From an optimization exercise on the open Yosys and OpenROAD flow, aimed at small area, a short achievable clock period and few clock cycles; shortcuts taken in it are not production practice. The RTL was checked by simulation tests, not by an equivalence proof against the original design. The flow treats the clock pin as an ideal source. Dropping or thinning the clock tree relies on that and would not hold on a real chip. Power figures rest on the tool's default switching activity, not on a simulated workload.

==> flow/design.v (excerpt) <==
module btcp_rx_check (
    input  wire        clk,
    input  wire        rst,
    input  wire        in_valid,
    output wire        in_ready,
    input  wire [31:0] in_data,
    input  wire        in_last,
    input  wire [2:0]  in_nbytes,    
    output wire        res_valid,
    input  wire        res_ready,
    output wire [1:0]  res_status,   
    output wire [15:0] res_seq,
    output wire [15:0] res_ack,
    output wire [7:0]  res_flags,
    output wire [7:0]  res_win,
    output wire [15:0] res_dlen,
    output wire [15:0] res_csum,     
    output wire [15:0] res_calc,     
    output wire        res_csum_ok,
    output wire [2:0]  res_type,
    output wire [9:0]  res_plen
);
Settings: LEC_CHECK=0, CAP_MARGIN=20, CORE_MARGIN=2, CORE_UTILIZATION=40, SETUP_SLACK_MARGIN=3.8, SLEW_MARGIN=20; clock period 6.0 ns.
standard.sh (not shown) runs the stock make flow with config.mk's settings and CLKGATE_MAP_FILE= SYNTH_SCRIPT=/design/flow/synth_recipe.tcl, a recipe that flattens the netlist after the stock synthesis.
==> flow/flow/run.sh <==
#!/bin/bash
# The standard layout (standard.sh) with two changes: port buffers use
# a small buffer cell, and the CTS step is replaced by flow/cts.tcl, which
# builds a two-level clock tree (see flow/clock_tree.tcl) and then repairs
# timing as ORFS's CTS step does. Logs: standard_place.log, cts.log (and
# orfs/logs/.../4_1_cts.log), standard_finish.log, plus ORFS's own logs.
set -euo pipefail
ARGS=(BUFFER_PORTS_ARGS="-buffer_cell sky130_fd_sc_hd__buf_1")
bash standard.sh "${ARGS[@]}" place > standard_place.log 2>&1
FLOW_FLOW_DIR="$PWD/flow" bash standard.sh "${ARGS[@]}" run \
  RUN_SCRIPT="$PWD/flow/cts.tcl" RUN_LOG_NAME_STEM=4_1_cts > cts.log 2>&1
bash standard.sh "${ARGS[@]}" finish > standard_finish.log 2>&1
==> flow/flow/cts.tcl <==
# Replaces ORFS's CTS step (scripts/cts.tcl): the same steps, except that
# the clock tree is built by my_cts_build (clock_tree.tcl), two
# levels of buffers, instead of TritonCTS's H-tree.
utl::set_metrics_stage "cts__{}"
source $::env(SCRIPTS_DIR)/load.tcl
erase_non_stage_variables cts
load_design 3_place.odb 3_place.sdc

source $::env(FLOW_FLOW_DIR)/clock_tree.tcl
my_cts_build 4 2 sky130_fd_sc_hd__clkbuf_4 sky130_fd_sc_hd__clkbuf_16
global_connect
set_propagated_clock [all_clocks]

set_placement_padding -global \
  -left $::env(CELL_PAD_IN_SITES_DETAIL_PLACEMENT) \
  -right $::env(CELL_PAD_IN_SITES_DETAIL_PLACEMENT)
detailed_placement
estimate_parasitics -placement
report_clock_latency

repair_timing_helper
detailed_placement
check_placement -verbose

report_metrics 4 "cts final"
orfs_write_db $::env(RESULTS_DIR)/4_1_cts.odb
orfs_write_sdc $::env(RESULTS_DIR)/4_cts.sdc
Other scripts of this flow, unchanged in this note and not shown: flow/flow/clock_tree.tcl
The first run ran to the end with no violations.
Testbench counts at the start, summed over its fixed seeds: cycles 28,837.
Edit:
--- a/flow/flow/cts.tcl
+++ b/flow/flow/cts.tcl
@@ -8,5 +8,5 @@
 
 source $::env(FLOW_FLOW_DIR)/clock_tree.tcl
-my_cts_build 4 2 sky130_fd_sc_hd__clkbuf_4 sky130_fd_sc_hd__clkbuf_16
+my_cts_build 4 2 sky130_fd_sc_hd__clkbuf_8 sky130_fd_sc_hd__clkbuf_16
 global_connect
 set_propagated_clock [all_clocks]
The changed run passed the timing, DRC and antenna checks.
Die area does not change.
Synthesized cell count stays the same.
Cell area is about the same.
First-iteration DRC count went down by roughly a tenth.
Total power went up slightly.
No run of this note takes its clock network from TritonCTS; it comes from the design's own scripts or RTL.

* * *

The RTL this note starts from:
==> flow/design.v <==
module btcp_rx_check (
    input  wire        clk,
    input  wire        rst,
    input  wire        in_valid,
    output wire        in_ready,
    input  wire [31:0] in_data,
    input  wire        in_last,
    input  wire [2:0]  in_nbytes,    
    output wire        res_valid,
    input  wire        res_ready,
    output wire [1:0]  res_status,   
    output wire [15:0] res_seq,
    output wire [15:0] res_ack,
    output wire [7:0]  res_flags,
    output wire [7:0]  res_win,
    output wire [15:0] res_dlen,
    output wire [15:0] res_csum,     
    output wire [15:0] res_calc,     
    output wire        res_csum_ok,
    output wire [2:0]  res_type,
    output wire [9:0]  res_plen
);
    function [15:0] crc_x32;
        input [15:0] v;
        reg   [15:0] c;
        integer k;
        begin
            c = 16'h0000;
            for (k = 15; k >= 0; k = k - 1)
                c = (c[15] ^ v[k]) ? ({c[14:0], 1'b0} ^ 16'h1021)
                                   : {c[14:0], 1'b0};
            for (k = 0; k < 16; k = k + 1)
                c = c[15] ? ({c[14:0], 1'b0} ^ 16'h1021) : {c[14:0], 1'b0};
            crc_x32 = c;
        end
    endfunction
    function [15:0] crc_x8;
        input [15:0] v;
        reg   [15:0] c;
        integer k;
        begin
            c = v;
            for (k = 0; k < 8; k = k + 1)
                c = c[15] ? ({c[14:0], 1'b0} ^ 16'h1021) : {c[14:0], 1'b0};
            crc_x8 = c;
        end
    endfunction
    function [15:0] crc_d8;
        input [15:0] v;
        reg   [15:0] c;
        integer k;
        begin
            c = v;
            for (k = 0; k < 8; k = k + 1)
                c = c[0] ? ({1'b0, c[15:1]} ^ 16'h8810) : {1'b0, c[15:1]};
            crc_d8 = c;
        end
    endfunction
    reg        rx;         
    reg        ub;         
    reg        eq;         
    reg        rv;         
    reg [1:0]  hp;         
    reg [7:0]  cnt;        
    reg [1:0]  plo;        
    reg        big;        
    reg [15:0] sh;         
    reg [15:0] wr;         
    reg        wv;         
    reg        wf;         
    reg        wl;         
    reg [15:0] seq_r, ack_r, dlen_r, csum_r;
    reg [7:0]  flags_r, win_r;
    reg        ok_r;
    reg [2:0]  type_r;
    reg [1:0]  status_r;
    wire acc   = in_valid & rx;
    wire h0    = (hp == 2'd0);
    wire nb1   = ~in_nbytes[2] & ~in_nbytes[1];
    wire nb12  = ~in_nbytes[2] & ~(in_nbytes[1] & in_nbytes[0]);
    wire nb123 = ~in_nbytes[2];
    wire [15:0] dh = in_data[31:16] & {{8{hp != 2'd2}}, {8{(hp != 2'd2) & ~(in_last & nb1)}}};
    wire [15:0] dl = in_data[15:0]  & {{8{~(in_last & nb12)}}, {8{~(in_last & nb123)}}};
    wire [15:0] ms = crc_x32(sh);
    wire [15:0] wd = crc_x8(dh) ^ crc_d8(dl);
    wire [7:0] cbase = wf ? 8'hFD : cnt;
    always @(posedge clk) begin
        wr <= wd;
        wf <= h0;
        wl <= in_last;
        if (rst) begin
            wv <= 1'b0;
            rx <= 1'b1;
            ub <= 1'b0;
            eq <= 1'b0;
            rv <= 1'b0;
            hp <= 2'd0;
        end else begin
            wv <= acc;
            if (acc) begin
                if (in_last) begin
                    rx <= 1'b0;
                    hp <= 2'd0;
                end else if (hp != 2'd3) begin
                    hp <= hp + 2'd1;
                end
            end
            if (wv & wl) begin
                ub <= (plo != 2'd3);
                eq <= (plo == 2'd3);
            end else if (ub) begin
                ub <= (hp != plo);
                eq <= (hp == plo);
                hp <= (hp == plo) ? 2'd0 : hp + 2'd1;
            end else begin
                eq <= 1'b0;
            end
            if (eq)
                rv <= 1'b1;
            if (rv & res_ready) begin
                rv <= 1'b0;
                rx <= 1'b1;
            end
        end
    end
    wire        e0   = rx & (hp == 2'd0);
    wire        e1   = rx & (hp == 2'd1);
    wire        e2   = rx & (hp == 2'd2);
    wire        keep = ~(wv | ub);
    wire [7:0]  cnext = cbase + {7'd0, ~wl | ~(plo[1] & plo[0])};
    always @(posedge clk) begin
        sh <= (sh & {16{keep}}) | (((ms & {16{~wf}}) ^ wr) & {16{wv}})
            | (crc_x8(sh) & {16{ub}});
        if (wv) begin
            cnt <= cnext;
            big <= ~wf & (big | (cnt == 8'd251 & ~wl));
        end
        if (rx)
            plo <= {~in_nbytes[1], in_nbytes[0]};
        if (e0) seq_r   <= in_data[31:16];
        if (e0) ack_r   <= in_data[15:0];
        if (e1) flags_r <= in_data[31:24];
        if (e1) win_r   <= in_data[23:16];
        if (e1) dlen_r  <= in_data[15:0];
        if (e2) csum_r  <= in_data[31:16];
        ok_r <= (sh == csum_r);
        case (flags_r)
        8'h02:   type_r <= 3'd1;
        8'h10:   type_r <= 3'd2;
        8'h01:   type_r <= 3'd3;
        8'h12:   type_r <= 3'd4;
        8'h11:   type_r <= 3'd5;
        default: type_r <= ({cnt, plo} != 10'd0) ? 3'd6 : 3'd0;
        endcase
        status_r <= big                           ? 2'd2 :
                    (cnt >= 8'hFD)                ? 2'd1 :
                    (cnt == 8'd252 && plo != 2'd0) ? 2'd2 : 2'd0;
    end
    assign in_ready    = rx;
    assign res_valid   = rv;
    assign res_status  = status_r;
    assign res_seq     = seq_r;
    assign res_ack     = ack_r;
    assign res_flags   = flags_r;
    assign res_win     = win_r;
    assign res_dlen    = dlen_r;
    assign res_csum    = csum_r;
    assign res_calc    = sh;
    assign res_csum_ok = ok_r;
    assign res_type    = type_r;
    assign res_plen    = {cnt, plo};
endmodule
clock: 6.0 ns
lec_check: 0
cap_margin: 20
core_margin: 2
core_utilization: 40
place_density: 0.55
setup_slack_margin: 3.85
slew_margin: 20
Scripts as last shown in full above: flow/flow/run.sh
Other scripts of this flow, unchanged in this note and not shown: flow/flow/clock_tree.tcl, flow/flow/cts.tcl
The first run finished with timing, DRC and antenna clean.
Testbench counts at the start, summed over its fixed seeds: cycles 28,837.
Rerun with:
Settings changed: PLACE_DENSITY 0.55 to 0.5.
Effect: Combinational power decreases by a little under a tenth; setup slack improves by 0.019 ns; first-iteration DRC count decreases by a quarter to a third.
Rerun with:
Settings changed: SETUP_SLACK_MARGIN 3.85 to 3.8.
Outcome: Cell area fell by 1.7%. Sequential power is about the same. Worst setup slack gets worse by 0.060 ns. Core utilization decreases by 0.83 points. Die area is unchanged. Power decreases by 0.39%. Worst hold slack improves by 0.0035 ns.
Rerun with:
Settings changed: SETUP_SLACK_MARGIN 3.8 to 3.9.
=> Critical path depth falls by 5; worst setup slack gains 0.089 ns; sequential power is lower by about 4%; clock skew came out higher by 0.0045 ns; cell area came out higher by 7.0%.
In every run of this note, the design's own scripts or RTL, not TritonCTS, make the clock network.

==> port drivers added, routing unchanged <==
The flow's constraints put no driver on any port. The routed layouts listed below were extracted and timed again, unchanged, in two steps. Step 1: set_driving_cell puts a clkbuf_16 on clk and a buf_2 on each other input, an assumption about the parent block. Step 2, shift: input delay + t, output delay - t, t = (earliest + latest rising clock arrival at the registers) / 2. This alone moves slack from input paths to output paths. Slacks: ideal / step 1 / step 2; pairs: ideal / step 1.
run	t (ns)	setup slack, ns	hold slack, ns	worst data-port slew with drivers (ns)	cell pins on the clock port's net
the first run of note 1	0.378	3.798 / 3.776 / 3.514	0.466 / 0.466 / 0.466	0.07	4
the second run of note 1	0.350	3.791 / 3.760 / 3.459	0.466 / 0.466 / 0.466	0.07	4
the first run of note 2	0.351	3.844 / 3.771 / 3.604	0.471 / 0.471 / 0.471	0.05	4
the second run of note 2	0.347	3.864 / 3.795 / 3.595	0.473 / 0.473 / 0.473	0.04	4
the third run of note 2	0.343	3.804 / 3.765 / 3.502	0.477 / 0.477 / 0.477	0.04	4
the fourth run of note 2	0.347	3.893 / 3.824 / 3.636	0.472 / 0.472 / 0.472	0.04	4
After both steps setup and hold are still met in every run listed. For the second run of note 1, which loses most, drivers alone change the setup slack by -0.031 ns; drivers and shift together by -0.332 ns.
